Source: an optimization exercise on an open RTL-to-GDS flow (aim: a short achievable clock period and few clock cycles per item). Production flows keep margins and buffers that such runs may drop. Only simulation tests tie the RTL to the original design; equivalence was not proved. No driver is modelled on the clock port, so clock power and skew are understated where the tree is cut down; a real chip needs a root buffer or a tree. Power figures rest on the tool's default switching activity, not on a simulated workload.

// dnp3_rx
module dnp3_rx (
    input  wire        clk,
    input  wire        rst,
    input  wire        cmd_valid,
    output reg         cmd_ready,
    input  wire [8:0]  cmd_len,
    input  wire        in_valid,
    output reg         in_ready,
    input  wire [31:0] in_data,
    output reg         res_valid,
    output reg  [3:0]  res_err,
    output reg  [16:0] res_mask,
    output reg  [6:0]  res_sum,
    output reg  [4:0]  res_nblk,
    output reg  [7:0]  res_len,
    output reg  [7:0]  res_ctrl,
    output reg  [15:0] res_dst,
    output reg  [15:0] res_src
);
    localparam [3:0] E_OK       = 4'd0,
                     E_LENGTH   = 4'd1,
                     E_INTEGRITY= 4'd3,
                     E_CLEN     = 4'd4,
                     E_RANGE    = 4'd6,
                     E_BADFNC   = 4'd8,
                     E_ADDRESS  = 4'd9,
                     E_STARTMARK= 4'd10;
  ...
==> flow/config.mk <==
export PLATFORM = sky130hd
export DESIGN_NAME = dnp3_rx
export DESIGN_NICKNAME = dnp3_rx
export VERILOG_FILES = /design/flow/design.v
export SDC_FILE = /design/flow/constraint.sdc
export NUM_CORES = 4
export LEC_CHECK = 0
export ABC_CLOCK_PERIOD_IN_PS = 2000
export CAP_MARGIN = 20
export CORE_MARGIN = 2
export CORE_UTILIZATION = 60
export PLACE_DENSITY = 0.7
export SLEW_MARGIN = 20
export SYNTH_HIERARCHICAL = 1
==> flow/constraint.sdc <==
create_clock -name core_clock -period 8.0 [get_ports {clk}]
set_input_delay 1.6000 -clock core_clock [delete_from_list [all_inputs] [get_ports {clk}]]
set_output_delay 1.6000 -clock core_clock [all_outputs]
set_load 0.01 [all_outputs]
standard.sh (not shown) runs the stock make flow with config.mk's settings and CLKGATE_MAP_FILE= SYNTH_SCRIPT=/design/flow/synth_recipe.tcl, a recipe that flattens the netlist after the stock synthesis.
==> flow/flow/run.sh <==
#!/bin/bash
set -euo pipefail
export SETUP_SLACK_MARGIN=6.0
export POST_CTS_TCL="$PWD/flow/clock_top.tcl"
bash standard.sh > standard.log 2>&1
==> flow/flow/clock_top.tcl <==
# Rebuild the clock tree that CTS made. CTS gives a root buffer, one H-tree
# level of buffers and the leaf buffers that drive the flip-flops, three
# buffers (six inverting stages) on every clock path. Here:
#  - the root and H-tree buffers are replaced by NROOT inverters (inv_16)
#    placed next to the clock port, each driving the leaf stage of one part
#    of the die;
#  - each leaf buffer is replaced, in place, by an inverter (inv_8) that
#    drives the same flip-flop cluster.
# Every flip-flop's clock then passes two inverters, so it keeps its
# polarity; the clusters are kept as CTS made them, so the tree stays
# balanced.
proc rebuild_clock_tree {nroot} {
  set db [ord::get_db]
  set block [ord::get_db_block]
  set clknet [$block findNet clk]
  set mroot [$db findMaster sky130_fd_sc_hd__inv_16]
  set mleaf [$db findMaster sky130_fd_sc_hd__inv_8]

  # walk the buffer tree from the clock port: a buffer that drives a
  # flip-flop is a leaf; one that drives buffers is above the leaves; cells
  # whose output drives nothing are CTS's dummy loads
  set tree {}
  set leaves {}
  set front [list $clknet]
  while {[llength $front]} {
    set next {}
    foreach net $front {
      foreach it [$net getITerms] {
        if {[$it isOutputSignal]} continue
        set inst [$it getInst]
        set on "NULL"
        foreach ot [$inst getITerms] {
          if {[$ot isOutputSignal] && [$ot getNet] ne "NULL"} { set on [$ot getNet] }
        }
        if {$on eq "NULL"} { lappend tree $inst; continue }
        if {![string match "sky130_fd_sc_hd__clkbuf_*" [[$inst getMaster] getName]]} {
          error "clock tree: unexpected cell [$inst getName] in the clock tree"
        }
        set nff 0
        foreach lt [$on getITerms] {
          if {[$lt getInst] == $inst} continue
          if {[string match "*__*df*" [[[$lt getInst] getMaster] getName]]} { incr nff }
        }
        if {$nff > 0} {
          lappend leaves $inst
        } else {
          lappend tree $inst
          lappend next $on
        }
      }
    }
    set front $next
  }
  puts "clock tree: [llength $tree] root/H-tree/dummy buffers, [llength $leaves] leaf buffers"

  # leaf buffers become inverters in the same place, inputs left open for now
  set leafinv {}
  set k 0
  foreach leaf $leaves {
    set on [[$leaf findITerm X] getNet]
    set loc [$leaf getLocation]
    foreach it [$leaf getITerms] { $it disconnect }
    odb::dbInst_destroy $leaf
    set inst [odb::dbInst_create $block $mleaf "clkinv_leaf_${k}_clk"]
    $inst setLocation [lindex $loc 0] [lindex $loc 1]
    $inst setPlacementStatus PLACED
    [$inst findITerm Y] connect $on
    lappend leafinv $inst
    incr k
  }
  foreach inst $tree {
    set nets {}
    foreach it [$inst getITerms] {
      if {[$it getNet] ne "NULL" && [$it isOutputSignal]} { lappend nets [$it getNet] }
      $it disconnect
    }
    odb::dbInst_destroy $inst
    foreach on $nets {
      if {[llength [$on getITerms]] == 0 && [llength [$on getBTerms]] == 0} { odb::dbNet_destroy $on }
    }
  }

  # clock port position, pulled inside the core
  set bt [$block findBTerm clk]
  set bb [$bt getBBox]
  set px [expr {([$bb xMin] + [$bb xMax]) / 2}]
  set py [expr {([$bb yMin] + [$bb yMax]) / 2}]
  set core [$block getCoreArea]
  set px [expr {max([$core xMin], min([$core xMax] - 20000, $px))}]
  set py [expr {max([$core yMin], min([$core yMax] - 5440, $py))}]

  # split the leaves into nroot groups by angle around the die centre
  set die [$block getDieArea]
  set cx [expr {([$die xMin] + [$die xMax]) / 2.0}]
  set cy [expr {([$die yMin] + [$die yMax]) / 2.0}]
  set keyed {}
  foreach leaf $leafinv {
    set b [$leaf getBBox]
    set x [expr {([$b xMin] + [$b xMax]) / 2.0}]
    set y [expr {([$b yMin] + [$b yMax]) / 2.0}]
    lappend keyed [list [expr {atan2($y - $cy, $x - $cx)}] $leaf]
  }
  set keyed [lsort -real -index 0 $keyed]
  set n [llength $keyed]
  for {set r 0} {$r < $nroot} {incr r} {
    set inst [odb::dbInst_create $block $mroot "clkinv_root_${r}_clk"]
    $inst setLocation $px $py
    $inst setPlacementStatus PLACED
    [$inst findITerm A] connect $clknet
    set net [odb::dbNet_create $block "clknet_root_${r}_clk"]
    $net setSigType CLOCK
    [$inst findITerm Y] connect $net
    set lo [expr {($n * $r) / $nroot}]
    set hi [expr {($n * ($r + 1)) / $nroot}]
    for {set i $lo} {$i < $hi} {incr i} {
      [[lindex $keyed $i 1] findITerm A] connect $net
    }
    puts "clock tree: [$inst getName] drives [expr {$hi - $lo}] leaf inverters"
  }
  global_connect
}

# Run as ORFS's POST_CTS_TCL hook, after CTS and its timing repair.
rebuild_clock_tree 4
detailed_placement
check_placement -verbose
estimate_parasitics -placement
report_clock_latency
Testbench counts at the start, summed over its fixed seeds: cycles 12,395, frames 320.
==> next run, changes <==
- CORE_UTILIZATION: 60 -> 70
- CTS_CLUSTER_DIAMETER: not set -> 50
- CTS_CLUSTER_SIZE: not set -> 20
- PLACE_DENSITY: 0.7 -> 0.8
=>
- power goes down by 1.7%
- flip-flop and latch count is unchanged
- maximum frequency goes down by 1.3%
- final cell count goes down by 3.9%
- clock power goes down by 12%
==> next run, changes <==
==> flow/flow/run.sh (replaced) <==
#!/bin/bash
set -euo pipefail
export SETUP_SLACK_MARGIN=6.5
export POST_CTS_TCL="$PWD/flow/clock_top.tcl"
bash standard.sh > standard.log 2>&1
- CTS_CLUSTER_DIAMETER: 50 -> not set
- CTS_CLUSTER_SIZE: 20 -> not set
After rerunning: Critical path depth came out higher by 10. Synthesized area stays the same. Via count came out higher by a quarter to a third. Total power came out higher by about a fifth. Sequential share of layout area came out lower by 5.8 points. Synthesized cell count stays the same.
==> next run, changes <==
==> flow/flow/run.sh (replaced) <==
#!/bin/bash
set -euo pipefail
export SETUP_SLACK_MARGIN=6.0
export POST_CTS_TCL="$PWD/flow/clock_top.tcl"
bash standard.sh > standard.log 2>&1
--- a/flow/flow/clock_top.tcl
+++ b/flow/flow/clock_top.tcl
@@ -3,6 +3,6 @@
 # buffers (six inverting stages) on every clock path. Here:
-#  - the root and H-tree buffers are replaced by NROOT inverters (inv_16)
+#  - the root and H-tree buffers are replaced by NROOT inverters (inv_12)
 #    placed next to the clock port, each driving the leaf stage of one part
 #    of the die;
-#  - each leaf buffer is replaced, in place, by an inverter (inv_8) that
+#  - each leaf buffer is replaced, in place, by an inverter (inv_6) that
 #    drives the same flip-flop cluster.
@@ -15,4 +15,4 @@
   set clknet [$block findNet clk]
-  set mroot [$db findMaster sky130_fd_sc_hd__inv_16]
-  set mleaf [$db findMaster sky130_fd_sc_hd__inv_8]
+  set mroot [$db findMaster sky130_fd_sc_hd__inv_12]
+  set mleaf [$db findMaster sky130_fd_sc_hd__inv_6]
 
Effect: The changed run ran to the end with no violations. Setup slack gets better by 220 ps. Global-route usage goes down by 13 points. Hold slack got worse by 5.4 ps.


Another version of the RTL of dnp3_rx (not shown whole).
Size: roughly 2200 cells after synthesis, about 680 flip-flops, roughly 28000 um^2 of cells after synthesis.
clock: 8.0 ns
lec_check: 0
abc_clock_period_in_ps: 2000
cap_margin: 20
core_margin: 2
core_utilization: 40
place_density: 0.6
slew_margin: 20
==> flow/flow/run.sh <==
#!/bin/bash
set -euo pipefail
export SETUP_SLACK_MARGIN=5.6
bash standard.sh > standard.log 2>&1
The starting point completed without violations.
Testbench counts at the start, summed over its fixed seeds: cycles 12,395, frames 320.
Change:
==> flow/run.sh (new file) <==
#!/bin/bash
# synth_recipe.tcl (not shown) runs the flow's synth.tcl, then flattens the netlist and writes it again
# the make line also repeats each setting of config.mk as NAME=value (left out here)
make -C /OpenROAD-flow-scripts/flow DESIGN_CONFIG=/design/flow/config.mk WORK_HOME=/design/flow/orfs CLKGATE_MAP_FILE= SYNTH_SCRIPT=/design/flow/synth_recipe.tcl finish
- ABC_CLOCK_PERIOD_IN_PS: 2000 -> 2500
- SETUP_SLACK_MARGIN: unset -> 5
removed: flow/flow/run.sh
removed: flow/standard.sh
Hold slack stays flat.
Final cell count falls slightly.
Power drops by a few percent.
Fmax drops by a little under a tenth.
Wire length shrinks by a few percent.
Clock power shrinks by a little under a tenth.
Setup slack loses 0.21 ns.


Setup of red:
dnp3_rx, a different RTL version from the one above (not shown whole).
For scale: about 640 flip-flops, ~130 I/O pins, roughly 28000 um2 of cells after synthesis.
clock: 8.0 ns
lec_check: 0
abc_clock_period_in_ps: 2000
cap_margin: 20
core_margin: 2
core_utilization: 65
cts_cluster_diameter: 70
cts_cluster_size: 40
place_density: 0.75
slew_margin: 20
synth_hierarchical: 1
==> flow/flow/run.sh <==
#!/bin/bash
set -euo pipefail
export SETUP_SLACK_MARGIN=5.6
export POST_CTS_TCL="$PWD/flow/clock_top.tcl"
bash standard.sh > standard.log 2>&1
Other scripts of this flow, unchanged in this note and not shown: flow/flow/clock_top.tcl, flow/flow/clock_top.tcl.proc
Testbench counts of red, summed over its fixed seeds: cycles 12,403, frames 320.
Here is what was changed in the inputs of blue compared with red.
-- flow/config.mk --
<<< red, line 11
export CORE_UTILIZATION = 65
export CTS_CLUSTER_DIAMETER = 70
export CTS_CLUSTER_SIZE = 40
export PLACE_DENSITY = 0.75
>>> blue, line 11
export CORE_UTILIZATION = 65
export PLACE_DENSITY = 0.75
==> run notes <==
- Diff blue..red | post-route fraction of the period consumed by the critical path | negligible
- Comparing the two runs side by side, blue comes out behind red on routed via count.
- Diff red..blue | number of core rows | negligible
- Of red and blue, the run reporting the lower cell count was red.
- Wire length on met3, red and blue, higher one = blue.
- Going from red to blue, design area now sits higher; sum of internal, switching and leakage power +960 uW; time the worst path needs with I/O delays and setup now smaller.

-- afterwards: timing with drivers on the ports --
How much do the figures lean on ideal ports? The routed layouts below were timed once more, with nothing changed but the port constraints. Step 1 assumes that a clkbuf_16 drives the clock port and a buf_2 every other input. Step 2, shift: input delay + t, output delay - t, t = (earliest + latest rising clock arrival at the registers) / 2. This alone moves slack from input paths to output paths. Three values: no drivers, after step 1, after step 2; two values: the first two.
| run | t, ns | setup WS [ns] | worst hold slack (ns) |
|---|---|---|---|
| the first run of note 1 | 0.374 | 5.723 / 5.556 / 5.685 | 0.324 / 0.325 / 0.325 |
| the second run of note 1 | 0.358 | 5.693 / 5.524 / 5.669 | 0.327 / 0.327 / 0.327 |
| the third run of note 1 | 0.387 | 5.510 / 5.509 / 5.509 | 0.339 / 0.340 / 0.340 |
| the fourth run of note 1 | 0.346 | 5.726 / 5.587 / 5.689 | 0.334 / 0.334 / 0.334 |
| the first run of note 2 | 0.669 | 5.324 / 5.263 / 5.037 | 0.323 / 0.323 / 0.323 |
| the second run of note 2 | 0.675 | 5.116 / 5.057 / 4.805 | 0.324 / 0.324 / 0.324 |
| red | 0.448 | 5.515 / 5.462 / 5.341 | 0.330 / 0.330 / 0.330 |
| blue | 0.479 | 5.525 / 5.472 / 5.194 | 0.321 / 0.321 / 0.321 |
After both steps every run listed still meets setup and hold. The setup slack of blue, which loses most, moves by -0.053 ns with the drivers and by -0.331 ns with both steps.
